This is an optimization exercise on Yosys and OpenROAD, whose aim is small area, not a production implementation. Only simulation tests tie the RTL to the original design; equivalence was not proved. The clock port is modelled as an ideal driver; clocking choices that lean on that would not hold on a real chip. Power figures rest on the tool's default switching activity, not on a simulated workload.

## flow/flow/run.sh

```bash
#!/bin/bash
set -euo pipefail
W=$(pwd)
cat > "$W/own_synth.tcl" <<EOF
proc abc {args} {
  set i [lsearch -exact \$args -script]
  if {\$i >= 0} { lset args [expr {\$i + 1}] {$W/flow/area.abc} }
  yosys abc {*}\$args
}
source {$W/synth_recipe.tcl}
EOF
sed "s#/synth_recipe\.tcl#/own_synth.tcl#" standard.sh > own_standard.sh
grep -q own_synth.tcl own_standard.sh
bash own_standard.sh "ADDER_MAP_FILE=" \
    "BUFFER_PORTS_ARGS=-buffer_cell sky130_fd_sc_hd__buf_1" \
    "CTS_ARGS=-sink_clustering_enable -repair_clock_nets -buf_list sky130_fd_sc_hd__clkbuf_8 -root_buf sky130_fd_sc_hd__clkbuf_2 -dont_use_dummy_load" \
    finish > "$W/orfs_make.log" 2>&1
test -s out/final.def
```

## flow/flow/area.abc

```
&get -n
&st
&dch
&nf -R 1000
&put
strash
&get -n
&st
&dch
&nf -R 1000
&put
```

## flow/standard.sh

```bash
#!/bin/bash
# synth_recipe.tcl (not shown) runs the flow's synth.tcl, then flattens the netlist and writes it again
# the make line also repeats each setting of config.mk as NAME=value (left out here)
make -C /OpenROAD-flow-scripts/flow DESIGN_CONFIG=/design/flow/config.mk WORK_HOME=/design/flow/orfs CLKGATE_MAP_FILE= SYNTH_SCRIPT=/design/flow/synth_recipe.tcl "${@:-finish}"
```

## flow/config.mk

```make
export PLATFORM = sky130hd
export DESIGN_NAME = ooktx
export DESIGN_NICKNAME = ooktx
export VERILOG_FILES = /design/flow/design.v
export SDC_FILE = /design/flow/constraint.sdc
export NUM_CORES = 4
export LEC_CHECK = 0
export CAP_MARGIN = 0
export CORE_MARGIN = 2
export CORE_UTILIZATION = 60
export CTS_BUF_LIST = sky130_fd_sc_hd__clkbuf_8
export SLEW_MARGIN = 0
```

## flow/constraint.sdc

```tcl
create_clock -name core_clock -period 20.0 [get_ports {clk}]
set_input_delay 4.0000 -clock core_clock [delete_from_list [all_inputs] [get_ports {clk}]]
set_output_delay 4.0000 -clock core_clock [all_outputs]
set_load 0.01 [all_outputs]
```

## flow/design.v

```verilog
module ooktx (
    input  wire        clk,
    input  wire        rst,
    input  wire        us_tick,
    input  wire        bus_sel,
    input  wire        bus_wr,
    input  wire [4:0]  bus_addr,
    input  wire [31:0] bus_wdata,
    output reg  [31:0] bus_rdata,
    output wire        bus_err,
    output wire        ook_out
);
    localparam [1:0] PH_IDLE = 2'd0, PH_BIT = 2'd1, PH_GAP = 2'd2;
    reg [1:0]  cmd_var;
    reg        cmd_act;
    reg [3:0]  cmd_unit;
    reg [7:0]  cmd_reps;
    reg [31:0] ident;
    reg        st_done, st_errbusy, st_errvar;
    reg [31:0] now;
    reg [1:0]  cv;                  
    reg        ca;                  
    reg [25:0] cid;                 
    reg        cuok;                
    reg [1:0]  cx;                  
    reg [7:0]  creps;
    reg [1:0]  ph;
    reg [7:0]  rep;
    reg [2:0]  rpl;
    reg [8:0]  k;                   
    reg [8:0]  wc;                  
    reg        pin;
    reg        dl;                  
    assign ook_out = pin;
    wire       lrn   = ~cv[1] & ~cv[0];
    wire       hle   = cv[1];
    wire       hok   = cx[1];
    wire       valid = ~(cv[1] & cv[0]);
    wire [2:0] hv    = {cid[6] & cid[5], cid[6] & ~cid[5], cid[4]};
    wire [2:0] uv    = {cid[3] | (cid[2] & (cid[1] | cid[0])), ~(cid[1] ^ cid[0]), ~cid[0]};
    wire [5:0] q  = k[8:3];         
    wire [2:0] kb = k[2:0];         
    wire q_hi = q[5] | q[4];
    wire [3:0] q4 = q[3:0];
    reg       tlt0, tend0;
    reg [3:0] tl8;
    always @* begin
        case ({hle, hok, cuok})
            3'b000, 3'b100: begin
                tlt0 = (q4[3:2] == 2'b00) & ~(q4[1] & q4[0]);            
                tend0 = (q4 == 4'd4);  tl8 = 4'd5;
            end
            3'b001, 3'b010, 3'b101: begin
                tlt0 = ~q4[3] & ~(q4[2] & q4[1] & q4[0]);               
                tend0 = (q4 == 4'd8);  tl8 = 4'd9;
            end
            3'b011: begin
                tlt0 = ~q4[3] | (~q4[2] & ~(q4[1] & q4[0]));            
                tend0 = (q4 == 4'd12); tl8 = 4'd13;
            end
            3'b110: begin
                tlt0 = ~q4[3] | (q4[2:0] == 3'd0);                       
                tend0 = (q4 == 4'd10); tl8 = 4'd11;
            end
            default: begin
                tlt0 = ~(q4[3] & q4[2]) | (q4[1:0] == 2'd0);             
                tend0 = (q4 == 4'd14); tl8 = 4'd15;
            end
        endcase
    end
    wire tlt  = ~q_hi & tlt0;
    wire tend = ~q_hi & tend0;
    wire       ho   = hle & hok;
    wire [3:0] p    = ho ? {q4[3] ^ (~q4[2] & ~q4[1]), q4[2] ^ ~q4[1], ~q4[1], q4[0]} : q4;
    wire [2:0] f1   = hok ? hv : uv;
    wire [2:0] g    = p[2] ? uv : f1;
    wire       gsel = p[2] ? (hok & cuok) : (hok | cuok);
    reg        gb;
    always @* begin
        case (p[1:0])
            2'd1:    gb = g[2];
            2'd2:    gb = g[1];
            2'd3:    gb = g[0];
            default: gb = 1'b0;
        endcase
    end
    wire [1:0] ps   = {hok & cuok, hok ^ cuok};      
    wire       td   = ~q_hi & ((~p[3] & gsel & gb)
                             | (p == {ps, 1'b0, ~hle})
                             | ((p == {ps, 2'b10}) & ca));
    wire id_slot = ~q[5] & (q[4:0] != 5'd0) & ~(q[4] & q[3] & (q[2] | (q[1] & q[0])));
    reg  lv;
    always @* begin
        case (q)
            6'd28:   lv = ~ca;
            6'd29:   lv = 1'b1;
            6'd30:   lv = 1'b1;
            6'd31:   lv = cx[0];
            6'd32:   lv = cx[1];
            default: lv = id_slot & cid[25];
        endcase
    end
    wire inr  = ~q[5] | (cuok & (q[4:1] == 4'd0));
    wire lend = (k == {4'b1001, cuok, 4'b0101});    
    reg fnext;
    always @* begin
        fnext = 1'b0;
        if (lrn) begin
            case (kb)
                3'd1: fnext = (q[5:1] != 5'd0) & inr & ~dl;    
                3'd2: fnext = (q != 6'd0) & inr;                
                3'd3: fnext = lv;                               
                default: ;
            endcase
        end else begin
            case (kb)
                3'd3, 3'd7: fnext = tlt;                        
                3'd4, 3'd5: fnext = td;                         
                default: ;
            endcase
        end
    end
    function [31:0] inc(input [31:0] a, input ci);
        integer i;
        reg c;
        begin
            c = ci;
            for (i = 0; i < 32; i = i + 1) begin
                inc[i] = a[i] ^ c;
                c = c & a[i];
            end
        end
    endfunction
    wire       busy    = ph[0] | ph[1];
    wire       tb      = us_tick & busy;
    function [8:0] wm1(input [1:0] v, input gap);
        wm1 = gap ? 9'd349 : (v == 2'd0) ? 9'd249 : v[1] ? 9'd419 : 9'd349;
    endfunction
    wire       wend    = (wc == wm1(cv, ph[1]));    
    wire       se      = tb & wend;                 
    wire       kend    = ph[0] ? (lrn ? lend : (tend & (kb == 3'd7)))
                               : (k == 9'd99);
    wire       rpl4    = rpl[2];
    wire       gtop    = se & ph[1] & kend;         
    wire [7:0] rep_inc = inc({24'd0, rep}, gtop);   
    wire       replast = (rep_inc == creps);        
    wire       fend    = se & ph[0] & kend;         
    wire       gend    = gtop;
    wire [31:0] t_now  = inc(now, us_tick);
    wire [1:0]  t_ph   = (fend & rpl4) ? PH_GAP :
                         gend ? (replast ? PH_IDLE : PH_BIT) : ph;
    wire        t_busy = t_ph[0] | t_ph[1];
    wire        t_done = st_done | (gend & replast);
    wire        k_clr  = se & kend;
    wire        p_clr  = fend & rpl4;
    wire [8:0]  t_k    = {9{~k_clr}} & inc({23'd0, k}, se);
    wire [2:0]  t_rpl  = {3{~p_clr}} & inc({29'd0, rpl}, fend);
    wire [7:0]  t_rep  = rep_inc;                   
    wire        t_pin  = se ? ((ph[0] & ~kend) ? fnext : t_ph[0]) : pin;
    wire        rot    = se & ph[0] & lrn & (kb == 3'd3) & id_slot;
    wire       a_ok   = (bus_addr[1:0] == 2'b00);
    wire [2:0] reg_ix = bus_addr[4:2];
    assign bus_err    = ~a_ok | (reg_ix == 3'd7);
    wire       wr     = bus_sel & bus_wr & a_ok;
    wire       wr_cmd = wr & (reg_ix == 3'd0);
    wire       wr_id  = wr & (reg_ix == 3'd1);
    wire       start  = wr & (reg_ix == 3'd2) & bus_wdata[0];
    wire       wr_st  = wr & (reg_ix == 3'd3);
    wire       wr_now = wr & (reg_ix == 3'd4) & ~t_busy;
    wire       acc    = start & ~t_busy & ~(cmd_var[1] & cmd_var[0]);
    wire [15:0] len  = ~valid ? 16'd0 :
                       lrn    ? {7'd0, 4'b1001, cuok, 4'b0110} :
                                {9'd0, tl8, 3'b000};
    wire        oor  = valid & ~(cuok & (lrn | hok));
    wire s_cmd = a_ok & (reg_ix == 3'd0);
    wire s_id  = a_ok & (reg_ix == 3'd1);
    wire s_st  = a_ok & (reg_ix == 3'd3);
    wire s_now = a_ok & (reg_ix == 3'd4);
    wire s_len = a_ok & (reg_ix == 3'd5);
    wire s_pos = a_ok & (reg_ix == 3'd6);
    wire s_rep = s_pos & t_busy;
    wire s_bit = s_pos & t_ph[0];
    always @* begin
        bus_rdata = ({32{s_id}} & ident) | ({32{s_now}} & t_now)
                  | {16'd0, {16{s_cmd}} & {cmd_reps, cmd_unit, 1'b0, cmd_act, cmd_var}}
                  | {24'd0, {8{s_st}} & {t_ph, t_pin, oor, st_errvar, st_errbusy, t_done, t_busy}}
                  | ({32{s_len}} & len)
                  | {{8{s_rep}} & t_rep, 5'd0, {3{s_bit}} & t_rpl, 7'd0, {9{s_bit}} & t_k};
    end
    wire uok_l = ~cmd_unit[3] & (cmd_unit[2] ? (~cmd_unit[1] & ~cmd_unit[0])
                                             : (cmd_unit[1] | cmd_unit[0]));
    wire [3:0] iu = ident[3:0];
    wire uok_4 = ~iu[3] & (iu[2] ? (~iu[1] & ~iu[0]) : (iu[1] | iu[0]));
    wire uok_8 = (~iu[3] & (iu[2] | iu[1] | iu[0])) | (iu == 4'd8);
    wire hok_t = ident[7] & (ident[6] | ident[5]);
    wire        c_ld  = wr_cmd & ~rst, c_kp  = ~wr_cmd & ~rst;
    wire        i_ld  = wr_id & ~rst,  i_kp  = ~wr_id & ~rst;
    wire        n_ld  = wr_now & ~rst, n_stp = ~wr_now & ~rst;
    wire [14:0] cmd_q = {cmd_reps, cmd_unit, cmd_act, cmd_var};
    wire [14:0] cmd_w = {bus_wdata[15:4], bus_wdata[2:0]};
    wire [14:0] cmd_d = ({15{c_ld}} & cmd_w) | ({15{c_kp}} & cmd_q)
                      | {5'd0, rst, 5'd0, rst, 3'd0};
    wire id_ld = acc & ~rst, id_rot = rot & ~acc & ~rst, id_kp = ~id_ld & ~id_rot;
    wire       go    = acc & (cmd_reps != 8'd0) & ~rst;
    always @(posedge clk) begin
        wc  <= {9{~(se | go)}} & inc({23'd0, wc}, tb);
        k   <= {9{~go}} & t_k;
        rep <= {8{~go}} & t_rep;
        rpl <= {3{~go}} & t_rpl;
        cid <= ({26{id_ld}} & ident[25:0]) | ({26{id_rot}} & {cid[24:0], cid[25]})
             | ({26{id_kp}} & cid);
        {cmd_reps, cmd_unit, cmd_act, cmd_var} <= cmd_d;
        ident <= ({32{i_ld}} & bus_wdata) | ({32{i_kp}} & ident);
        now   <= ({32{n_ld}} & bus_wdata) | ({32{n_stp}} & t_now);
    end
    always @(posedge clk) begin
        if (rst) begin
            st_done    <= 1'b0;
            st_errbusy <= 1'b0;
            st_errvar  <= 1'b0;
            cv         <= 2'd3;
            ph         <= PH_IDLE;
            pin        <= 1'b0;
        end else begin
            ph      <= t_ph;
            pin     <= t_pin;
            st_done <= t_done & ~(wr_st & bus_wdata[1]);
            if (se & ph[0] & (kb == 3'd3)) dl <= lv;
            if (wr_st & bus_wdata[2]) st_errbusy <= 1'b0;
            if (wr_st & bus_wdata[3]) st_errvar  <= 1'b0;
            if (start & t_busy) st_errbusy <= 1'b1;
            if (start & ~t_busy & cmd_var[1] & cmd_var[0]) st_errvar <= 1'b1;
            if (acc) begin
                cv    <= cmd_var;
                ca    <= cmd_act;
                creps <= cmd_reps;
                cuok  <= (cmd_var == 2'd0) ? uok_l : cmd_var[1] ? uok_4 : uok_8;
                cx    <= {(cmd_var == 2'd0) ? (uok_l & cmd_unit[0]) : hok_t,
                          uok_l & (cmd_unit[1] ^ cmd_unit[0])};
                st_done <= (cmd_reps == 8'd0);
                if (cmd_reps != 8'd0) begin
                    ph  <= PH_BIT;
                    pin <= 1'b1;
                end
            end
        end
    end
endmodule
```

==> flow_summary.ini, run 1 <==
[outcome]
outcome = timing/DRC/antenna clean

[die]
start_util = 0.610
fp.dieW_um = 111
die-area_mm2 = 0.0124
core_area_mm2 = 0.0113
die_h_um = 111
ioPinCount = 76
rows = 39

[critical_path]
criticalPathCategory = input pin to output port
endpoint_kind = output port
regToRegSetupSlack_ps = 14540
startpoint = us_tick
reg2reg_to = now[31]$_DFF_P_
r2r_start = cv[1]$_SDFFE_PP1N_
endpoint = bus_rdata[30]
required_ps = 16000
worst-r2r-cell-count = 20
crit_fanout = 5
arrival_ps = 8720
critical_path.startpoint_type = input pin

[grt]
grtUsageTotal = 0.337
grt_pass1_vias = 6593
antenna_found_initial = 1
grt_max_degree = 40
grt_pass1_wl_um = 33300
grt_overflow_total = 0

[routing]
vias = 6663
wl_um = 20200
vias_per_cell = 6.39
first_pass_iters = 6
drc = 0
drtIter0Drc = 906
wl_per_cell_um = 19.4
postRouteAntennaNets = 0

[timing]
fin_skew_ps = 30.5
tightestPinTransition_ps = 1220
timing.final.ws_setup_ps = 7280
rsz0062_at_grt = false
clock.fmax_mhz = 78.6
setup_tns_ps = 0
period_needed_ps = 12720
finalCritPeriodShare = 0.636
drv_slew = 0
relSlewSlack = 0.183
hold_violations = 0
finalSetupViolCount = 0

[worst_hold_path]
hold_path_class = flip-flop to flip-flop

[cts]
worstSkewPairLatency_ps = 810
postCtsHoldBufs = 0
clock_path_buffers = 2
cts_buffers = 17
post_cts_buffers = 0
clock-sinks = 155
cts_root_buffer = clkbuf_2
htree_num_levels = 4
cts_resized = 0
path_clk_slew_ps = 90
cts_tree = yes

[yosys]
syn_nets = 833
synth_cell_types = 47
synth_mux_area_frac = 0
netlist.area_leader.share = 0.412
postSynthCellCount = 791
yosysSeqAreaShare = 0.469
yosysWarnings = 1
synth.cell_area_mm2 = 0.00690
synth_area_per_cell_um2 = 8.72
synth_edf_count = 13
yosysTopAreaCell = dfxtp_1
synthXorXnorAreaFrac = 0.0635
synth_area_leaders = dfxtp_1 (41%), nand2_1 (7.5%), a22o_1 (6.9%), edfxtp_1 (5.7%), o21ai_0 (4.6%)
async_flop_share = 0
synthFlopType = dfxtp_1
ys_seq_elements = 155
synth_top_family_by_area = compound AO/OA/AOI/OAI gates
synth_compound_area_frac = 0.251
synth_simple_gate_area_frac = 0.212
synth_fa_ha_area_frac = 0

[power_and_ir_drop]
cellLeakagePower_uw = 0.00284
power.density_mw_per_mm2 = 65.0
vdd_ir_drop_max_mv = 0.0656

[placement]
dp_hpwl_um = 14200
io_buffers = 75
gp_congestion = 0.952
dp_worst_setup_slack_ps = 7380

[job]
cap_violations = 0

[layout]
nNetsFinal = 942
drive_above_1_share = 0.0445
synthToLayoutAreaGrowth_pct = 12.2
==> state kept, by name, indices dropped and copies added (netlist names), 3 cells and up <==
| name | count |
|---|---|
| cid | 26 |
| cmd_reps | 8 |
| cmd_unit | 4 |
| creps | 8 |
| ident | 32 |
| k | 9 |
| now | 32 |
| rep | 8 |
| rpl | 3 |
| wc | 9 |
==> report_power, final <==
part / leakage (µW) / internal, µW / total, µW / switching [µW]
clock: 0.000119 / 71.5 / 169 / 97.9
sequential: 0.00128 / 314 / 315 / 1.51
combinational: 0.00144 / 5.44 / 18.3 / 12.9
total: 0.00284 / 391 / 503 / 112
==> cells in the final DEF, fill, tap and decap left out, types with 14 or more instances in the layout <==
master	synthesis	routed
a21oi_1	32	32
a22o_1	54	54
a22oi_1	41	41
and3_1	15	15
buf_1	0	75
buf_4	0	15
clkbuf_8	0	16
dfxtp_1	142	142
nand2_1	138	138
nand3_1	14	14
nor2_1	83	81
nor3_1	28	26
o21ai_0	64	64
xnor2_1	32	32
xor2_1	18	18
==> worst max-delay path, stage by stage <==
cell and delay [ps]:
buf_1 170, and3_1 260, and3_1 230, and3_1 240, nand2_1 100, nor2_1 230, nand2_1 120, nor2_1 290
nand2_1 150, nor2_1 280, nand2_1 130, nor2_1 250, nand2_1 140, nor2_1 280, nand2_1 160, nor2_1 250
nand2_1 140, nor2_1 280, and3_1 280, and3_1 210, nor2_1 70, a221o_1 340, buf_1 130
==> routing by layer <==
layer / track usage / part of all wire / up-vias
met5: 0 / 0 / -
met1: 0.423 / 0.42 / 3167
met4: 0.137 / 0.031 / 0
met3: 0.0776 / 0.073 / 49
li1: - / - / 3145
met2: 0.560 / 0.48 / 302
==> through the flow <==
stage                     utilization  area (µm²)  hold WS (ps)  std cells  total power [µW]
after floorplan                     -        6900           416        791               329
after global placement          0.664        7510           425       1024               340
after detailed placement        0.664        7510           429       1024               340
after CTS                       0.684        7740           442       1041               506
after global routing            0.684        7740           459       1042               520
final                           0.684        7740           440       1042               503
==> synthesized netlist by cell type, types with 13 or more instances <==
cell type  number
edfxtp_1       13
xnor2_1        32
nand2_1       138
nor2_1         83
a31oi_1        13
nor3_1         28
a22o_1         54
nand3_1        14
o21ai_0        64
dfxtp_1       142
xor2_1         18
and3_1         15
a22oi_1        41
a21oi_1        32
==> area by class of cell <==
cell class	count	area (µm²)
Multi-Input combinational cell	627	3670
Antenna cell	1	2.50
Clock buffer	17	225
Tap cell	143	179
Inverter	9	33.8
Fill cell	1009	3580
Sequential cell	155	3230
Timing Repair Buffer	90	394
==> worst min-delay path by stage <==
stage                    startpoint               to  slack (ps)  cells past startpoint
finish              cid[15]$_DFF_P_  cid[15]$_DFF_P_         440                      2
global route        cid[15]$_DFF_P_  cid[15]$_DFF_P_         460                      2
CTS                 cid[15]$_DFF_P_  cid[15]$_DFF_P_         440                      2
detailed placement  cid[15]$_DFF_P_  cid[15]$_DFF_P_         430                      2
global placement    cid[23]$_DFF_P_  cid[23]$_DFF_P_         430                      2
floorplan           cid[10]$_DFF_P_  cid[10]$_DFF_P_         420                      2
==> cells by family after synthesis <==
family / Yosys count
buffers and inverters: 9
AND/OR/NAND/NOR: 327
AO/OA/AOI/OAI: 250
XOR/XNOR: 50
flip-flops: 155
==> inputs of run 2 (changes only) <==
==> flow/flow/area.abc (replaced) <==
&get -n
&st
&dch
&nf -R 1000
&put
strash
&get -n
&st
&dch
&nf -R 1000
&put
strash
&get -n
&st
&dch
&nf -R 1000
&put
==> run 2 against run 1 <==
Sequential cell count did not move; area after synthesis fell by 0.42%; via count rose by 0.26%; critical path type unchanged; largest power group unchanged; highest routed layer unchanged.
==> flow_summary.ini, run 2 <==
[critical_path]
slowest_stage = or2_0
crit_path_frequent_cell = and2_0
slowest_delay_ps = 560
critical_path.startpoint_type = input pin
worst-r2r-cell-count = 22
path_cells = buf_1 > o21a_1 > and2_0 > o21ai_0 > nor4_1 > buf_4 > nor3b_1 > buf_4 > and2_0 > and3_1 > and3_1 > and2_0 > xnor2_1 > xnor2_1 > nor4_1 > nand3_1 > nand2_1 > or2_0 > o22ai_1 > or3_1 > buf_1
cp_num_buf_inv = 4
crit_cells = 21
crit_fanout = 11
regToRegSetupSlack_ps = 13790
required_ps = 16000
criticalPathCategory = input pin to output port
arrival_ps = 8900
cp_top_family = simple AND/OR/NAND/NOR gates
endpoint_kind = output port

[power_and_ir_drop]
p_sw_uw = 114
p_seq_frac = 0.624
switching_share = 0.227
power.density_mw_per_mm2 = 65.3
vdd_ir_drop_max_mv = 0.0620
clkPwrFrac = 0.341
power_frac_comb = 0.035
cellLeakagePower_uw = 0.00282
intPower_uw = 390

[yosys]
synth_cell_types = 43
synth_area_per_cell_um2 = 8.71
synthFlopType = dfxtp_1
yosysWarnings = 1
async_flop_share = 0
yosysMostFrequentCell = dfxtp_1
yosysSeqAreaShare = 0.471
netlist.area_leader.share = 0.414
synth_area_leaders = dfxtp_1 (41%), nand2_1 (7.5%), a22o_1 (6.9%), edfxtp_1 (5.7%), nor2_1 (4.5%)
yosysTopAreaCell = dfxtp_1
syn_nets = 831
synthTopCellsByCount = dfxtp_1 (142), nand2_1 (137), nor2_1 (82)
postSynthCellCount = 789
ys_seq_elements = 155
synth.cell_area_mm2 = 0.00687
synth_edf_count = 13

[routing]
drtIter0Drc = 660
vias_per_cell = 6.42
postRouteAntennaNets = 0
wl_um = 20800
drc = 0
vias = 6680
first_pass_iters = 5
wl_per_cell_um = 20.0

[cts]
cts_buffers = 17
cts_resized = 0
htree_num_levels = 4
postCtsHoldBufs = 0
cts_tree = yes
cts_root_buffer = clkbuf_2
path_clk_slew_ps = 90
post_cts_buffers = 0
clock_path_buffers = 2
worstSkewPairLatency_ps = 830
clock-sinks = 155

[timing]
rsz0062_at_grt = false
fin_hold_ws_ps = 439
tightestPinTransition_ps = 1260
relSlewSlack = 0.158
finalSetupViolCount = 0
finalCritPeriodShare = 0.645
period_needed_ps = 12900
drv_slew = 0
fin_skew_ps = 27.2
hold_violations = 0
setup_tns_ps = 0
clock.fmax_mhz = 77.5

[die]
rows = 39
fp.dieW_um = 111
ioPinCount = 76
die_h_um = 111
core_area_mm2 = 0.0113
die-area_mm2 = 0.0123
start_util = 0.610

[worst_hold_path]
hold_path_class = flip-flop to flip-flop
holdPathStages = 2

[grt]
grt_max_degree = 40
antenna_found_initial = 0
grt_overflow_total = 0
grt_pass1_vias = 6512
grt_pass1_wl_um = 33700
grtUsageTotal = 0.343

[placement]
io_buffers = 75
dpl.cell_count = 1024
gp_congestion = 1.03
dp_hpwl_um = 14500
postPlaceCellArea_mm2 = 0.00750

[layout]
antenna_cells = 0
synthToLayoutAreaGrowth_pct = 12.4
final_cell_mix = dfxtp_1 (142), nand2_1 (137), nor2_1 (80)
layout.cells.non_filler = 1041
nNetsFinal = 942
final_common_cell = dfxtp_1
reg.largest.list = ident (32), now (32), cid (26)
drive_above_1_share = 0.0468
stdcell_area_mm2 = 0.00772
fill_cells = 981

[job]
cap_violations = 0

[outcome]
outcome = timing/DRC/antenna clean
==> run 2: cell count changes in the layout (fill, tap and decap cells not counted), sizes merged, moves of 3 or more <==
| cell | change |
|---|---|
| a221o | -3 |
| o21ai | -6 |
| nor4 | +4 |
| a21oi | +8 |
| nand3 | -4 |
| and2 | +4 |
| o22ai | +5 |
| a31oi | -3 |
| xor2 | -3 |
| o221ai | +3 |
==> run 2: final timing paths <==
check	startpoint	end
setup / recovery	us_tick	bus_rdata[1]
hold / removal	cid[9]$_DFF_P_	cid[9]$_DFF_P_
setup reg to reg	cv[1]$_SDFFE_PP1N_	cid[7]$_DFF_P_
hold reg to reg	cid[9]$_DFF_P_	cid[9]$_DFF_P_
==> run 2: logic make-up after synthesis <==
| logic type | count (synthesis) | synth area share |
|---|---|---|
| compound gates | 251 | 0.251 |
| xor+xnor | 48 | 0.0612 |
| buf+inv | 9 | 0.00492 |
| flops | 155 | 0.471 |
| mux | 2 | 0.00291 |
| simple gates | 324 | 0.210 |
==> run 2: power by group through the flow <==
stage / Combinational (µW) / Clock, µW / Sequential [µW]
after floorplan: 6.54 / 0 / 322
after detailed placement: 17.0 / 0 / 322
after global placement: 16.6 / 0 / 322
after global routing: 18.9 / 185 / 315
final: 17.6 / 172 / 315
after CTS: 17.1 / 174 / 315
==> run 2: per-stage QoR <==
stage,util,total power [µW],worst slack (ps)
5_1_grt,0.685,519,6540
3_3_place_gp,0.665,339,7350
4_1_cts,0.685,506,7110
6_report,0.685,505,7100
3_5_place_dp,0.665,339,7140
2_1_floorplan,-,328,7520
==> run 2: layout make-up <==
class	count	area (µm²)	area share
clock buffer	17	225	0.0292
inverter	9	33.8	0.00437
multi-input combinational	625	3640	0.472
sequential	155	3230	0.419
tap	143	179	0.0232
timing repair buffer	92	409	0.0530
==> run 2: layer usage <==
layer,global-route usage,vias to the layer above,part of all wire
met2,0.559,326,0.48
met4,0.128,0,0.029
met1,0.451,3159,0.42
met3,0.0738,54,0.074
met5,0,-,0
li1,-,3141,-
==> run 2: worst min-delay path, cell delays in order, from the launching register on <==
cell	delay, ps
dfxtp_1	320
nand2_1	50
nand2_1	40
==> inputs of run 3 (changes only) <==
--- a/flow/config.mk
+++ b/flow/config.mk
@@ -8,5 +8,5 @@
 export CAP_MARGIN = 0
 export CORE_MARGIN = 2
-export CORE_UTILIZATION = 60
+export CORE_UTILIZATION = 80
 export CTS_BUF_LIST = sky130_fd_sc_hd__clkbuf_8
 export SLEW_MARGIN = 0
==> run 3 against run 2 <==
Still clean; count of clock-buffer cells in the layout stayed put; final cell count is 3.9% lower; wire length is 19% higher; largest cell class unchanged.
==> flow_summary.ini, run 3 <==
[cts]
cts_buffers = 17
clock_path_buffers = 2
clock-sinks = 155
cts_root_buffer = clkbuf_2
htree_num_levels = 4
cts_resized = 0
post_cts_buffers = 0
cts_tree = yes
postCtsHoldBufs = 0
path_clk_slew_ps = 90
worstSkewPairLatency_ps = 810

[placement]
gp_congestion = 0.982
dp_hpwl_um = 14700
io_buffers = 75

[routing]
drc = 0
first_pass_iters = 13
vias_per_cell = 7.91
wl_um = 24700
wl_per_cell_um = 24.7
postRouteAntennaNets = 0
vias = 7911
drtIter0Drc = 1699

[yosys]
yosysWarnings = 1
async_flop_share = 0
yosysTopAreaCell = dfxtp_1
yosysSeqAreaShare = 0.471
synth_fa_ha_area_frac = 0
synth_mux_area_frac = 0.00291
synthXorXnorAreaFrac = 0.0612
synthTopCellsByCount = dfxtp_1 (142), nand2_1 (137), nor2_1 (82)
synth_area_leaders = dfxtp_1 (41%), nand2_1 (7.5%), a22o_1 (6.9%), edfxtp_1 (5.7%), nor2_1 (4.5%)
synth_cell_types = 43
synth_simple_gate_area_frac = 0.210
postSynthCellCount = 789
syn_nets = 831
ys_seq_elements = 155
yosysMostFrequentCell = dfxtp_1
synth_area_per_cell_um2 = 8.71
synth_edf_count = 13
synthFlopType = dfxtp_1
synth.cell_area_mm2 = 0.00687
synth_compound_area_frac = 0.251
netlist.area_leader.share = 0.414
synth_top_family_by_area = compound AO/OA/AOI/OAI gates

[timing]
relSlewSlack = 0.0997
clock.fmax_mhz = 71.7
hold_violations = 0
tightestPinTransition_ps = 1350
fin_hold_ws_ps = 449
period_needed_ps = 13940
finalCritPeriodShare = 0.697
setup_tns_ps = 0
fin_skew_ps = 42.2
drv_slew = 0
finalSetupViolCount = 0
rsz0062_at_grt = false

[worst_hold_path]
hold_path_class = flip-flop to flip-flop

[grt]
grt_pass1_wl_um = 39100
antenna_found_initial = 1
grt_max_degree = 41
grt_pass1_vias = 7508
grtUsageTotal = 0.524
grt_overflow_total = 0

[critical_path]
required_ps = 16000
arrival_ps = 9940
path_cells = buf_1 > o21a_1 > and2_0 > o21ai_0 > nor4_1 > nor3b_1 > and2_0 > and3_1 > and3_1 > and2_0 > xnor2_1 > xnor2_1 > nor4_1 > nand3_1 > nand2_1 > or2_0 > o22ai_1 > or3_1 > buf_1
slowest_stage = nor4_1
crit_fanout = 10
critical_path.startpoint_type = input pin
cp_top_family = simple AND/OR/NAND/NOR gates
crit_path_frequent_cell = and2_0
criticalPathCategory = input pin to output port
cp_num_buf_inv = 2
slowest_delay_ps = 880
endpoint_kind = output port

[die]
rows = 33
ioPinCount = 76
core_area_mm2 = 0.00826
start_util = 0.832
die_h_um = 96.7
fp.dieW_um = 96.7
die-area_mm2 = 0.00935

[power_and_ir_drop]
power.density_mw_per_mm2 = 66.5
vdd_ir_drop_max_mv = 0.0788
cellLeakagePower_uw = 0.00280

[outcome]
outcome = timing/DRC/antenna clean

[layout]
reg.largest.list = ident (32), now (32), cid (26)
final_common_cell = dfxtp_1
nNetsFinal = 938
final_cell_mix = dfxtp_1 (142), nand2_1 (137), nor2_1 (80)
drive_above_1_share = 0.0414
synthToLayoutAreaGrowth_pct = 11.3

[job]
cap_violations = 0
==> run 3: cell counts after synthesis <==
Identical to the previous run, type by type.
==> run 3: worst paths after layout <==
kind	slack (ps)	endpoint	from	depth (start not counted)
setup / recovery	6060	bus_rdata[1]	us_tick	19
hold / removal	450	cid[20]$_DFF_P_	cid[20]$_DFF_P_	2
hold reg to reg	450	cid[20]$_DFF_P_	cid[20]$_DFF_P_	2
setup reg to reg	12750	wc[2]$_DFF_P_	cv[1]$_SDFFE_PP1N_	21
==> run 3: layer usage <==
layer  GRT usage  vias up  share of wire
met3       0.171      355           0.16
met2       0.794      992           0.42
met4       0.348        2           0.11
li1            -     3144              -
met1       0.635     3418           0.31
met5      0.0440        -         0.0019
==> run 3: cell type report <==
| cell class | count | area [µm²] |
|---|---|---|
| clock buffer | 17 | 225 |
| tap | 105 | 131 |
| multi-input combinational | 625 | 3640 |
| timing repair buffer | 88 | 379 |
| inverter | 9 | 33.8 |
| fill | 289 | 612 |
| sequential | 155 | 3230 |
| antenna | 1 | 2.50 |
==> run 3: worst register-to-register path: stages (launching register included) <==
cell and delay, ps:
dfxtp_1 600, or2_0 360, nor2_1 120, xnor2_1 140, nor4_1 930, nor3b_1 380
and2_0 390, and3_1 370, and3_1 230, and2_0 300, xnor2_1 250, xnor2_1 120
nor4_1 470, nand3_1 180, nand2_1 230, nand4_1 290, nor2_2 170, buf_4 470
clkinv_1 200, a21oi_1 330, or2_0 470, nor3_1 140
==> run 3: report_power, final <==
group	switching [µW]	internal [µW]	leakage, µW
Sequential	1.59	313	0.00128
Clock	103	71.6	0.000119
Combinational	13.9	4.91	0.00140
Total	118	390	0.00280
==> run 3: cells by family (layout without fill, tap and decap cells) <==
| group | count (synthesis) | in the layout |
|---|---|---|
| buffers and inverters | 9 | 114 |
| xor gates and xnor gates | 48 | 48 |
| other | 0 | 1 |
| DFF | 155 | 155 |
| and+or+nand+nor | 324 | 324 |
| AOI/OAI and AO/OA | 251 | 251 |
| muxes | 2 | 2 |
==> run 3: through the flow <==
| step | cell area (µm²) | instances | power, µW | util | setup slack, ps |
|---|---|---|---|---|---|
| detailed placement | 7420 | 982 | 339 | 0.898 | 6780 |
| global placement | 7420 | 982 | 338 | 0.898 | 7090 |
| finish | 7650 | 1000 | 508 | 0.926 | 6060 |
| floorplan | 6870 | 789 | 328 | - | 7520 |
| CTS | 7640 | 999 | 501 | 0.926 | 6520 |
| global route | 7640 | 999 | 516 | 0.926 | 5810 |
==> inputs of run 4 (changes only) <==
--- a/flow/config.mk
+++ b/flow/config.mk
@@ -8,5 +8,5 @@
 export CAP_MARGIN = 0
 export CORE_MARGIN = 2
-export CORE_UTILIZATION = 80
+export CORE_UTILIZATION = 70
 export CTS_BUF_LIST = sky130_fd_sc_hd__clkbuf_8
 export SLEW_MARGIN = 0
==> run 4 against run 3 <==
Wire length down 18%; final cell count up 2.7%; utilization down 13 points; clock skew down 14 ps; first-iteration DRC count down 65%; global-route usage down 14 points; critical path depth up 1; count of clock-buffer cells in the layout unchanged; hold slack worse by 7.3 ps; total power down 1.7%; area after synthesis unchanged.
==> flow_summary.ini, run 4 <==
[grt]
grt_pass1_wl_um = 31500
grt_max_degree = 34
grt_overflow_total = 0
antenna_found_initial = 0
grt_pass1_vias = 6362
grtUsageTotal = 0.388

[cts]
post_cts_buffers = 0
worstSkewPairLatency_ps = 780
postCtsHoldBufs = 0
cts_buffers = 17
cts_root_buffer = clkbuf_2
cts_tree = yes
clock-sinks = 155
path_clk_slew_ps = 90
htree_num_levels = 4
clock_path_buffers = 2
cts_resized = 0

[yosys]
synth.cell_area_mm2 = 0.00687
async_flop_share = 0
postSynthCellCount = 789
synthFlopType = dfxtp_1
syn_nets = 831
yosysMostFrequentCell = dfxtp_1
synth_cell_types = 43
synth_edf_count = 13
yosysWarnings = 1
netlist.area_leader.share = 0.414
synthTopCellsByCount = dfxtp_1 (142), nand2_1 (137), nor2_1 (82)
synth_area_per_cell_um2 = 8.71
yosysSeqAreaShare = 0.471
yosysTopAreaCell = dfxtp_1
ys_seq_elements = 155
synth_area_leaders = dfxtp_1 (41%), nand2_1 (7.5%), a22o_1 (6.9%), edfxtp_1 (5.7%), nor2_1 (4.5%)

[layout]
final_util = 0.797
reg.largest.list = ident (32), now (32), cid (26)
drive_above_1_share = 0.0414
final_cell_mix = dfxtp_1 (142), nand2_1 (137), nor2_1 (80)
nNetsFinal = 938
layout.cells.non_filler = 1027
synthToLayoutAreaGrowth_pct = 11.7
final_common_cell = dfxtp_1
antenna_cells = 0

[placement]
dp_hpwl_um = 14100
dpl.cell_count = 1010
gp_congestion = 0.966
dp_worst_setup_slack_ps = 6600
io_buffers = 75

[critical_path]
critical_path.startpoint_type = input pin
worst-r2r-cell-count = 23
r2r_start = cv[1]$_SDFFE_PP1N_
startpoint = us_tick
crit_fanout = 11
endpoint_kind = output port
arrival_ps = 9610
required_ps = 16000
criticalPathCategory = input pin to output port

[routing]
drtIter0Drc = 602
first_pass_iters = 6
wl_um = 20100
drc = 0
vias_per_cell = 6.74
postRouteAntennaNets = 0
wl_per_cell_um = 19.6
vias = 6927

[die]
start_util = 0.713
rows = 36
die-area_mm2 = 0.0106
core_area_mm2 = 0.00964
fp.dieW_um = 103
die_h_um = 103
ioPinCount = 76

[timing]
clock.fmax_mhz = 73.5
setup_tns_ps = 0
finalSetupViolCount = 0
timing.final.ws_setup_ps = 6390
tightestPinTransition_ps = 1290
finalCritPeriodShare = 0.680
rsz0062_at_grt = false
period_needed_ps = 13610
hold_violations = 0
drv_slew = 0
fin_skew_ps = 28.1
relSlewSlack = 0.138

[power_and_ir_drop]
power_frac_comb = 0.035
power.density_mw_per_mm2 = 65.1
p_seq_frac = 0.630
intPower_uw = 390
p_sw_uw = 110
vdd_ir_drop_max_mv = 0.0598
cellLeakagePower_uw = 0.00279
switching_share = 0.220
clkPwrFrac = 0.335

[worst_hold_path]
holdPathStages = 2
hold_path_class = flip-flop to flip-flop
hp-start = cid[22]$_DFF_P_

[job]
cap_violations = 0

[outcome]
outcome = timing/DRC/antenna clean
==> run 4: cell counts after synthesis <==
Identical to the previous run, type by type.
==> run 4: final timing paths <==
check                    end  slack (ps)
max             bus_rdata[1]        6390
min          cid[22]$_DFF_P_         440
max reg2reg    wc[4]$_DFF_P_       12480
min reg2reg  cid[22]$_DFF_P_         440
==> run 4: area by class of cell <==
cell class                 count  area (µm²)
clock buffer                  17         225
inverter                       9        33.8
tap                          133         166
timing repair buffer          88         379
fill                         678        1960
multi-input combinational    625        3640
sequential                   155        3230
==> run 4: logic make-up (layout without fill, tap and decap cells) <==
| logic type | Yosys count | after routing | share of synthesized area |
|---|---|---|---|
| and+or+nand+nor | 324 | 324 | 0.210 |
| muxes | 2 | 2 | 0.00291 |
| AOI/OAI and AO/OA | 251 | 251 | 0.251 |
| buffers and inverters | 9 | 114 | 0.00492 |
| DFF | 155 | 155 | 0.471 |
| xor gates and xnor gates | 48 | 48 | 0.0612 |
==> run 4: power by group through the flow <==
stage                     clock network, µW  registers (µW)  logic [µW]
after global routing                    179             315        18.8
after CTS                               167             315        16.8
after floorplan                           0             322        6.54
after global placement                    0             322        16.0
after detailed placement                  0             322        16.7
final                                   167             315        17.6
==> run 4: per-stage QoR <==
| stage | area (µm²) | hold slack (ps) | power, µW |
|---|---|---|---|
| floorplan | 6870 | 416 | 328 |
| global placement | 7450 | 425 | 338 |
| detailed placement | 7450 | 432 | 339 |
| CTS | 7680 | 444 | 499 |
| global route | 7680 | 461 | 513 |
| finish | 7680 | 442 | 500 |
==> run 4: per-layer routing <==
| layer | vias to the layer above | GRT usage | wire length [µm] |
|---|---|---|---|
| met2 | 434 | 0.615 | 9490 |
| met5 | - | 0 | 0 |
| li1 | 3142 | - | - |
| met1 | 3250 | 0.494 | 7490 |
| met4 | 0 | 0.232 | 1120 |
| met3 | 101 | 0.0746 | 2020 |
==> run 4: worst max-delay path, cell delays in order <==
cell	delay, ps
buf_1	170
o21a_1	170
and2_0	240
o21ai_0	130
nor4_1	870
nor3b_1	300
buf_4	220
and2_0	300
and3_1	340
and3_1	240
and2_0	320
xnor2_1	240
xnor2_1	100
nor4_1	380
nand3_1	130
nand2_1	250
or2_0	590
o22ai_1	140
or3_1	340
buf_1	140
==> inputs of run 5 (changes only) <==
--- a/flow/flow/run.sh
+++ b/flow/flow/run.sh
@@ -1,3 +1,16 @@
 #!/bin/bash
+# Own layout flow: the standard ORFS flow with three changes.
+#  1. The final technology mapping (Yosys abc) uses flow/area.abc, an
+#     area-oriented ABC script, instead of ORFS's speed script, and adders
+#     are left to ABC instead of being extracted into half/full-adder cells
+#     first (ADDER_MAP_FILE empty). Everything else in synthesis is the standard flow's
+#     synthesis (synth_recipe.tcl), so the registers and their names are the
+#     standard synthesis's.
+#  2. Port buffers are buf_1 cells (BUFFER_PORTS_ARGS).
+#  3. Clock tree synthesis (CTS_ARGS) as ORFS runs it with the
+#     clkbuf_4 buffers, without dummy loads
+#     (the FF clock-pin slew stays under the limit).
+# Each tool's output goes to a log file in this folder; ORFS's own logs are
+# under orfs/logs.
 set -euo pipefail
 W=$(pwd)
@@ -14,5 +27,5 @@
 bash own_standard.sh "ADDER_MAP_FILE=" \
     "BUFFER_PORTS_ARGS=-buffer_cell sky130_fd_sc_hd__buf_1" \
-    "CTS_ARGS=-sink_clustering_enable -repair_clock_nets -buf_list sky130_fd_sc_hd__clkbuf_8 -root_buf sky130_fd_sc_hd__clkbuf_2 -dont_use_dummy_load" \
+    "CTS_ARGS=-sink_clustering_enable -repair_clock_nets -buf_list sky130_fd_sc_hd__clkbuf_4 -root_buf sky130_fd_sc_hd__clkbuf_4 -dont_use_dummy_load" \
     finish > "$W/orfs_make.log" 2>&1
 test -s out/final.def
--- a/flow/config.mk
+++ b/flow/config.mk
@@ -9,4 +9,4 @@
 export CORE_MARGIN = 2
 export CORE_UTILIZATION = 70
-export CTS_BUF_LIST = sky130_fd_sc_hd__clkbuf_8
+export CTS_BUF_LIST = sky130_fd_sc_hd__clkbuf_4
 export SLEW_MARGIN = 0
==> run 5 against run 4 <==
Sequential power about the same; combinational power about the same; largest cell class unchanged; maximum frequency increased by 0.11%; global-route usage decreased by 0.15 points; highest routed layer unchanged; area after synthesis unchanged; wire length decreased by 0.30%; utilization decreased by 1.0 points.
==> flow_summary.ini, run 5 <==
[timing]
period_needed_ps = 13590
hold_violations = 0
fin_skew_ps = 39.6
tightestPinTransition_ps = 1230
rsz0062_at_grt = false
setup_tns_ps = 0
clock.fmax_mhz = 73.6
fin_hold_ws_ps = 447
drv_slew = 0
relSlewSlack = 0.177
finalCritPeriodShare = 0.680
timing.final.ws_setup_ps = 6410
finalSetupViolCount = 0

[routing]
wl_per_cell_um = 19.5
postRouteAntennaNets = 0
drtIter0Drc = 632
first_pass_iters = 5
vias_per_cell = 6.81
drc = 0
vias = 6991
wl_um = 20100

[cts]
post_cts_buffers = 0
cts_buffers = 17
htree_num_levels = 4
postCtsHoldBufs = 0
cts_tree = yes
worstSkewPairLatency_ps = 530
clock-sinks = 155
clock_path_buffers = 2
cts_resized = 0
path_clk_slew_ps = 120
cts_root_buffer = clkbuf_4

[grt]
grt_overflow_total = 0
grt_pass1_wl_um = 31400
antenna_found_initial = 0
grt_max_degree = 34
grt_pass1_vias = 6412
grtUsageTotal = 0.387

[critical_path]
critical_path.startpoint_type = input pin
worst-r2r-cell-count = 23
criticalPathCategory = input pin to output port
crit_fanout = 11
required_ps = 16000
endpoint_kind = output port
arrival_ps = 9590

[yosys]
netlist.area_leader.share = 0.414
async_flop_share = 0
synth_area_leaders = dfxtp_1 (41%), nand2_1 (7.5%), a22o_1 (6.9%), edfxtp_1 (5.7%), nor2_1 (4.5%)
synthTopCellsByCount = dfxtp_1 (142), nand2_1 (137), nor2_1 (82)
yosysMostFrequentCell = dfxtp_1
synth.cell_area_mm2 = 0.00687
ys_seq_elements = 155
yosysTopAreaCell = dfxtp_1
synth_area_per_cell_um2 = 8.71
synth_edf_count = 13
yosysSeqAreaShare = 0.471
postSynthCellCount = 789
syn_nets = 831
yosysWarnings = 1
synthFlopType = dfxtp_1
synth_cell_types = 43

[die]
rows = 36
ioPinCount = 76
core_area_mm2 = 0.00964
fp.dieW_um = 103
die-area_mm2 = 0.0106
die_h_um = 103
start_util = 0.713

[placement]
io_buffers = 75
dp_hpwl_um = 14100
dp_worst_setup_slack_ps = 6600
gp_congestion = 0.966

[layout]
reg.largest.list = ident (32), now (32), cid (26)
antenna_cells = 0
synthToLayoutAreaGrowth_pct = 10.3
final_cell_mix = dfxtp_1 (142), nand2_1 (137), nor2_1 (80)
nNetsFinal = 938
drive_above_1_share = 0.0414
fill_cells = 697
final_common_cell = dfxtp_1

[power_and_ir_drop]
power.density_mw_per_mm2 = 60.9
vdd_ir_drop_max_mv = 0.0622
cellLeakagePower_uw = 0.00275

[worst_hold_path]
holdPathStages = 2
hold_path_class = flip-flop to flip-flop

[outcome]
outcome = timing/DRC/antenna clean

[job]
cap_violations = 0
## run 5: cell counts after synthesis
No cell type changed its count.
## run 5: power breakdown
group | internal [µW] | leakage [µW] | switching [µW]
logic | 5.03 | 0.00140 | 12.4
registers | 314 | 0.00128 | 1.35
clock network | 38.9 | 0.0000782 | 90.7
## run 5: layer usage
metal  vias up  global-route usage  share of wire
li1       3139                   -              -
met1      3292               0.484           0.37
met2       460               0.613           0.47
met3       100              0.0793           0.10
met4         0               0.242          0.054
met5         -                   0              0
## run 5: area by class of cell
class	instances	area, µm²	area share
timing repair buffer	88	379	0.0500
inverter	9	33.8	0.00446
multi-input combinational	625	3640	0.480
sequential	155	3230	0.426
clock buffer	17	128	0.0168
tap	133	166	0.0220
## run 5: cells by family (layout without fill, tap and decap cells)
| family | Yosys count | count (layout) | synth area share |
|---|---|---|---|
| AOI/OAI and AO/OA | 251 | 251 | 0.251 |
| and+or+nand+nor | 324 | 324 | 0.210 |
| xor gates and xnor gates | 48 | 48 | 0.0612 |
| DFF | 155 | 155 | 0.471 |
| buffers and inverters | 9 | 114 | 0.00492 |
| muxes | 2 | 2 | 0.00291 |
## run 5: critical path, cell delays in order
cell and delay, ps:
buf_1 170, o21a_1 170, and2_0 250, o21ai_0 130, nor4_1 870, nor3b_1 300, buf_4 220, and2_0 300
and3_1 340, and3_1 230, and2_0 320, xnor2_1 240, xnor2_1 100, nor4_1 370, nand3_1 120, nand2_1 250
or2_0 580, o22ai_1 140, or3_1 340, buf_1 140
## run 5: final timing paths
kind	startpoint	endpoint	slack, ps
worst max-delay path	us_tick	bus_rdata[1]	6410
worst min-delay path	cid[22]$_DFF_P_	cid[22]$_DFF_P_	450
worst max register to register	cv[1]$_SDFFE_PP1N_	wc[0]$_DFF_P_	12510
worst min register to register	cid[22]$_DFF_P_	cid[22]$_DFF_P_	450
## run 5: per-stage QoR
stage	instance area [µm²]	total power, µW	instances	utilization
2_1_floorplan	6870	328	789	-
3_3_place_gp	7450	338	1010	0.773
3_5_place_dp	7450	339	1010	0.773
4_1_cts	7580	461	1027	0.786
5_1_grt	7580	475	1027	0.786
6_report	7580	462	1027	0.786
==> inputs of run 6 (changes only) <==
--- a/flow/flow/run.sh
+++ b/flow/flow/run.sh
@@ -1,4 +1,4 @@
 #!/bin/bash
-# Own layout flow: the standard ORFS flow with three changes.
+# Own layout flow: the standard ORFS flow with four changes.
 #  1. The final technology mapping (Yosys abc) uses flow/area.abc, an
 #     area-oriented ABC script, instead of ORFS's speed script, and adders
@@ -8,7 +8,9 @@
 #     standard synthesis's.
 #  2. Port buffers are buf_1 cells (BUFFER_PORTS_ARGS).
-#  3. Clock tree synthesis (CTS_ARGS) as ORFS runs it with the
-#     clkbuf_4 buffers, without dummy loads
-#     (the FF clock-pin slew stays under the limit).
+#  3. Clock tree synthesis (CTS_ARGS) as ORFS runs it, with clkbuf_4
+#     buffers and without dummy loads.
+#  4. After CTS (POST_CTS_TCL = flow/post_cts.tcl), each clock buffer whose
+#     sinks see more than 100 ps of slew is upsized to clkbuf_8, keeping the
+#     flip-flop clock-pin slew well under the standard flow's limit.
 # Each tool's output goes to a log file in this folder; ORFS's own logs are
 # under orfs/logs.
@@ -25,5 +27,6 @@
 sed "s#/synth_recipe\.tcl#/own_synth.tcl#" standard.sh > own_standard.sh
 grep -q own_synth.tcl own_standard.sh
-bash own_standard.sh "ADDER_MAP_FILE=" \
+export POST_CTS_TCL="$W/flow/post_cts.tcl"
+bash own_standard.sh "ADDER_MAP_FILE=" "POST_CTS_TCL=$W/flow/post_cts.tcl" \
     "BUFFER_PORTS_ARGS=-buffer_cell sky130_fd_sc_hd__buf_1" \
     "CTS_ARGS=-sink_clustering_enable -repair_clock_nets -buf_list sky130_fd_sc_hd__clkbuf_4 -root_buf sky130_fd_sc_hd__clkbuf_4 -dont_use_dummy_load" \
==> flow/flow/post_cts.tcl (new file) <==
# POST_CTS hook: upsize the clock tree's clkbuf_4 buffers whose sinks see a
# clock slew over 100 ps (placement parasitics) to clkbuf_8, then legalize.
estimate_parasitics -placement
set n 0
foreach inst [get_cells -hierarchical *] {
  if {[get_property $inst ref_name] ne "sky130_fd_sc_hd__clkbuf_4"} { continue }
  set opin [get_pins -of_objects $inst -filter "direction == output"]
  set mx 0
  foreach p [get_pins -of_objects [get_nets -of_objects $opin] -filter "direction == input"] {
    set s [get_property $p slew_max]
    if {$s > $mx} { set mx $s }
  }
  if {$mx > 0.100} {
    replace_cell $inst sky130_fd_sc_hd__clkbuf_8
    incr n
  }
}
puts "post_cts: upsized $n clock buffers to clkbuf_8"
detailed_placement
check_placement -verbose
estimate_parasitics -placement
==> run 6 against run 5 <==
Still clean on timing, DRC and antenna; total power is 4.4% higher; sequential cell count stayed put; sequential power hardly changed; final cell count stayed put; utilization is 0.52 points higher; area after synthesis stayed put; first-iteration DRC count is 5.1% higher; non-clock buffer count stayed put; sequential share of layout area is 0.28 points lower; global-route usage is 0.086 points higher; critical path type unchanged; critical endpoint unchanged.
==> flow_summary.ini, run 6 <==
[routing]
drc = 0
postRouteAntennaNets = 0
first_pass_iters = 9
wl_um = 20100
wl_per_cell_um = 19.6
drtIter0Drc = 664
vias = 6984
vias_per_cell = 6.80

[placement]
gp_congestion = 0.966
dp_worst_setup_slack_ps = 6600
dp_hpwl_um = 14100
io_buffers = 75

[yosys]
synthFlopType = dfxtp_1
syn_nets = 831
async_flop_share = 0
yosysTopAreaCell = dfxtp_1
synth.cell_area_mm2 = 0.00687
netlist.area_leader.share = 0.414
yosysMostFrequentCell = dfxtp_1
postSynthCellCount = 789
yosysSeqAreaShare = 0.471
ys_seq_elements = 155
synth_area_leaders = dfxtp_1 (41%), nand2_1 (7.5%), a22o_1 (6.9%), edfxtp_1 (5.7%), nor2_1 (4.5%)
synth_cell_types = 43
synth_edf_count = 13
synthTopCellsByCount = dfxtp_1 (142), nand2_1 (137), nor2_1 (82)
yosysWarnings = 1
synth_area_per_cell_um2 = 8.71

[timing]
timing.final.ws_setup_ps = 6380
hold_violations = 0
drv_slew = 0
setup_tns_ps = 0
period_needed_ps = 13620
tightestPinTransition_ps = 1250
fin_skew_ps = 37.6
rsz0062_at_grt = false
finalCritPeriodShare = 0.681
relSlewSlack = 0.161
clock.fmax_mhz = 73.4
finalSetupViolCount = 0

[die]
core_area_mm2 = 0.00964
die_h_um = 103
start_util = 0.713
rows = 36
die-area_mm2 = 0.0106
fp.dieW_um = 103
ioPinCount = 76

[critical_path]
worst-r2r-cell-count = 23
regToRegSetupSlack_ps = 12450
criticalPathCategory = input pin to output port
slowest_delay_ps = 840
path_cells = buf_1 > o21a_1 > and2_0 > o21ai_0 > nor4_1 > nor3b_1 > buf_4 > and2_0 > and3_1 > and3_1 > and2_0 > xnor2_1 > xnor2_1 > nor4_1 > nand3_1 > nand2_1 > or2_0 > o22ai_1 > or3_1 > buf_1
crit_fanout = 11
critical_path.startpoint_type = input pin
arrival_ps = 9620
endpoint_kind = output port
required_ps = 16000
crit_path_frequent_cell = and2_0
slowest_stage = nor4_1

[layout]
antenna_cells = 0
synthToLayoutAreaGrowth_pct = 11.1
final_cell_mix = dfxtp_1 (142), nand2_1 (137), nor2_1 (80)
drive_above_1_share = 0.0414
reg.largest.list = ident (32), now (32), cid (26)
fill_cells = 686
nNetsFinal = 938
final_common_cell = dfxtp_1

[grt]
grt_pass1_vias = 6430
grt_pass1_wl_um = 31600
grt_use_met3 = 0.0705
antenna_found_initial = 0
grtUsageTotal = 0.388
grt_use_met2 = 0.621
met1_usage = 0.483
grt-busiest-layer = met2
grt_max_degree = 34
grt_overflow_total = 0

[power_and_ir_drop]
cellLeakagePower_uw = 0.00277
vdd_ir_drop_max_mv = 0.0593
power.density_mw_per_mm2 = 63.2
total_power_uw = 482

[cts]
worstSkewPairLatency_ps = 440
path_clk_slew_ps = 80
clock-sinks = 155
cts_tree = yes

[worst_hold_path]
holdPathStages = 2
hold_path_class = flip-flop to flip-flop

[job]
cap_violations = 0

[outcome]
outcome = timing/DRC/antenna clean
run 6: cell types whose count changed in the layout (fill, tap and decap cells not counted):
cell,before,now
clkbuf_8,0,8
clkbuf_4,17,9
run 6: stage by stage:
| step | hold slack, ps | util | area, µm² | instances |
|---|---|---|---|---|
| floorplan | 416 | - | 6870 | 789 |
| global placement | 425 | 0.773 | 7450 | 1010 |
| detailed placement | 432 | 0.773 | 7450 | 1010 |
| global route | 460 | 0.792 | 7630 | 1027 |
| finish | 446 | 0.792 | 7630 | 1027 |
run 6: path summary, 6_finish.rpt:
check / start / endpoint
min reg2reg: cid[11]$_DFF_P_ / cid[11]$_DFF_P_
max reg2reg: cv[1]$_SDFFE_PP1N_ / wc[4]$_DFF_P_
min: cid[11]$_DFF_P_ / cid[11]$_DFF_P_
max: us_tick / bus_rdata[1]
run 6: logic make-up after synthesis:
group	count (synthesis)	synth area share
buffers and inverters	9	0.00492
AOI/OAI and AO/OA	251	0.251
DFF	155	0.471
muxes	2	0.00291
and+or+nand+nor	324	0.210
xor gates and xnor gates	48	0.0612
run 6: layer usage:
layer  routed length (µm)  vias up
li1                     -     3145
met1                 7410     3269
met2                 9650      455
met3                 1930      115
met4                 1140        0
met5                    0        -
run 6: where the power goes:
part           switching (µW)  internal [µW]
combinational            12.4           5.03
clock                    93.8           56.4
sequential               1.35            314
run 6: final cells by class:
type | count | area [µm²] | area share
Clock buffer | 17 | 178 | 0.0233
Inverter | 9 | 33.8 | 0.00443
Timing Repair Buffer | 88 | 379 | 0.0497
Multi-Input combinational cell | 625 | 3640 | 0.477
Sequential cell | 155 | 3230 | 0.424
Tap cell | 133 | 166 | 0.0218
run 6: worst max-delay path, delay by kind of cell:
family,cells,cell delay (ps)
xor+xnor,2,340
simple gates,12,4300
buf+inv,3,530
compound gates,3,440
==> inputs of run 7 (changes only) <==
--- a/flow/flow/run.sh
+++ b/flow/flow/run.sh
@@ -11,5 +11,5 @@
 #     buffers and without dummy loads.
 #  4. After CTS (POST_CTS_TCL = flow/post_cts.tcl), each clock buffer whose
-#     sinks see more than 100 ps of slew is upsized to clkbuf_8, keeping the
+#     sinks see more than 110 ps of slew is upsized to clkbuf_8, keeping the
 #     flip-flop clock-pin slew well under the standard flow's limit.
 # Each tool's output goes to a log file in this folder; ORFS's own logs are
--- a/flow/flow/post_cts.tcl
+++ b/flow/flow/post_cts.tcl
@@ -1,4 +1,4 @@
 # POST_CTS hook: upsize the clock tree's clkbuf_4 buffers whose sinks see a
-# clock slew over 100 ps (placement parasitics) to clkbuf_8, then legalize.
+# clock slew over 110 ps (placement parasitics) to clkbuf_8, then legalize.
 estimate_parasitics -placement
 set n 0
@@ -11,5 +11,5 @@
     if {$s > $mx} { set mx $s }
   }
-  if {$mx > 0.100} {
+  if {$mx > 0.110} {
     replace_cell $inst sky130_fd_sc_hd__clkbuf_8
     incr n
==> run 7 against run 6 <==
Largest power group unchanged; maximum frequency is 0.53% higher; critical path type unchanged; area after synthesis stayed put; critical endpoint unchanged; die area stayed put; clock skew is 9.7 ps lower; non-clock buffer count stayed put; design area is 0.25% lower; critical path depth stayed put.
==> flow_summary.ini, run 7 <==
[yosys]
async_flop_share = 0
yosysSeqAreaShare = 0.471
postSynthCellCount = 789
synth_cell_types = 43
yosysTopAreaCell = dfxtp_1
synth_area_leaders = dfxtp_1 (41%), nand2_1 (7.5%), a22o_1 (6.9%), edfxtp_1 (5.7%), nor2_1 (4.5%)
synthFlopType = dfxtp_1
synth_area_per_cell_um2 = 8.71
synth_edf_count = 13
netlist.area_leader.share = 0.414
yosysWarnings = 1
syn_nets = 831
synthTopCellsByCount = dfxtp_1 (142), nand2_1 (137), nor2_1 (82)
yosysMostFrequentCell = dfxtp_1
synth.cell_area_mm2 = 0.00687
ys_seq_elements = 155

[layout]
final_util = 0.790
synthToLayoutAreaGrowth_pct = 10.8
final_cell_mix = dfxtp_1 (142), nand2_1 (137), nor2_1 (80)
antenna_cells = 0
fill_cells = 693
drive_above_1_share = 0.0414
reg.largest.list = ident (32), now (32), cid (26)
final_common_cell = dfxtp_1
nNetsFinal = 938

[placement]
dp_hpwl_um = 14100
gp_congestion = 0.966
dp_worst_setup_slack_ps = 6600
io_buffers = 75

[critical_path]
crit_path_frequent_cell = and2_0
path_cells = buf_1 > o21a_1 > and2_0 > o21ai_0 > nor4_1 > nor3b_1 > buf_4 > and2_0 > and3_1 > and3_1 > and2_0 > xnor2_1 > xnor2_1 > nor4_1 > nand3_1 > nand2_1 > or2_0 > o22ai_1 > or3_1 > buf_1
worst-r2r-cell-count = 23
crit_cells = 20
arrival_ps = 9550
endpoint_kind = output port
slowest_stage = nor4_1
slowest_delay_ps = 860
cp_num_buf_inv = 3
critical_path.startpoint_type = input pin
criticalPathCategory = input pin to output port
crit_fanout = 11
required_ps = 16000
cp_top_family = simple AND/OR/NAND/NOR gates

[power_and_ir_drop]
power.density_mw_per_mm2 = 62.2
cellLeakagePower_uw = 0.00277
vdd_ir_drop_max_mv = 0.0618

[routing]
dr_wl_met2_um = 9510
drc = 0
drtIter0Drc = 683
wl_met3_um = 2010
first_pass_iters = 6
vias_per_cell = 6.76
postRouteAntennaNets = 0
vias = 6941
wl_per_cell_um = 19.5
wl_um = 20000
met1_length_um = 7470
top_layer = met4

[timing]
relSlewSlack = 0.190
timing.final.ws_setup_ps = 6450
fin_skew_ps = 27.9
drv_slew = 0
finalCritPeriodShare = 0.678
finalSetupViolCount = 0
clock.fmax_mhz = 73.8
rsz0062_at_grt = false
period_needed_ps = 13550
tightestPinTransition_ps = 1210
hold_violations = 0
setup_tns_ps = 0

[grt]
grt_max_degree = 34
grt_overflow_total = 0
grt_pass1_wl_um = 31500
grtUsageTotal = 0.387
grt_pass1_vias = 6415
antenna_found_initial = 0

[cts]
path_clk_slew_ps = 80
worstSkewPairLatency_ps = 420
cts_tree = yes
clock-sinks = 155

[die]
core_area_mm2 = 0.00964
rows = 36
die_h_um = 103
ioPinCount = 76
die-area_mm2 = 0.0106
start_util = 0.713
fp.dieW_um = 103

[worst_hold_path]
hold_path_class = flip-flop to flip-flop
holdPathStages = 2

[job]
cap_violations = 0

[outcome]
outcome = timing/DRC/antenna clean
==> run 7: cell counts after synthesis <==
Identical to the previous run, type by type.
==> run 7: layout make-up <==
cell class,instances,area [µm²],area share
sequential,155,3230,0.425
timing repair buffer,88,379,0.0498
clock buffer,17,159,0.0209
inverter,9,33.8,0.00444
multi-input combinational,625,3640,0.478
tap,133,166,0.0219
==> run 7: report_power, final <==
group          switching [µW]  leakage [µW]  internal (µW)  total [µW]
clock network            91.4     0.0000912           50.2         142
logic                    12.4       0.00140           5.03        17.4
registers                1.35       0.00128            313         315
total                     105       0.00277            369         474
==> run 7: worst min-delay path, cell delays in order (launching register included) <==
cell and delay, ps:
dfxtp_1 310, nand2_1 50, nand2_1 40
==> run 7: metrics by stage <==
stage,area (µm²),power (µW),hold WS [ps],cells
final,7610,474,442,1027
after global routing,7610,487,465,1027
after detailed placement,7450,339,432,1010
after global placement,7450,338,425,1010
after floorplan,6870,328,416,789
==> run 7: kinds of logic (layout without fill, tap and decap cells) <==
family                 count (synthesis)  after routing  share of synthesized area
AO/OA/AOI/OAI                        251            251                      0.251
AND/OR/NAND/NOR                      324            324                      0.210
multiplexers                           2              2                    0.00291
XOR/XNOR                              48             48                     0.0612
buffers and inverters                  9            114                    0.00492
flip-flops                           155            155                      0.471
==> run 7: routing by layer <==
metal,global-route usage,up-vias
met5,0,-
met4,0.237,0
met3,0.0766,92
met2,0.618,462
met1,0.484,3243
li1,-,3144
==> run 7: final timing paths <==
path | start | to | slack [ps]
worst max-delay path | us_tick | bus_rdata[1] | 6450
worst min-delay path | cid[22]$_DFF_P_ | cid[22]$_DFF_P_ | 440
worst max register to register | cv[1]$_SDFFE_PP1N_ | wc[4]$_DFF_P_ | 12520
worst min register to register | cid[22]$_DFF_P_ | cid[22]$_DFF_P_ | 440

static timing again, ports no longer ideal:
In the flow no input, the clock included, has a driving cell. The finished layouts below were timed again as built, in two steps.
Step 1 assumes that a clkbuf_16 drives the clock port and a buf_2 every other input.
Step 2, shift: input delay + t, output delay - t, t = (earliest + latest rising clock arrival at the registers) / 2. This alone moves slack from input paths to output paths.
Slacks: ideal / step 1 / step 2; pairs: ideal / step 1.
run	t (ns)	setup WS [ns]	worst setup path at the end	slew at the worst register clock pin (ns)	worst slew at a driven data input, ns
run 1	0.829	7.278 / 7.252 / 7.252	input to output	0.09 / 0.09	0.04
run 2	0.853	7.098 / 7.075 / 7.075	input to output	0.09 / 0.09	0.04
run 3	0.828	6.057 / 6.033 / 6.033	input to output	0.10 / 0.10	0.06
run 4	0.793	6.392 / 6.358 / 6.358	input to output	0.09 / 0.09	0.04
run 5	0.542	6.407 / 6.364 / 6.364	input to output	0.12 / 0.12	0.04
run 6	0.457	6.378 / 6.343 / 6.343	input to output	0.11 / 0.11	0.04
run 7	0.441	6.449 / 6.415 / 6.415	input to output	0.10 / 0.10	0.04
After both steps every run listed still meets setup and hold. For run 5, which loses most, drivers alone change the setup slack by -0.043 ns; drivers and shift together by -0.043 ns.
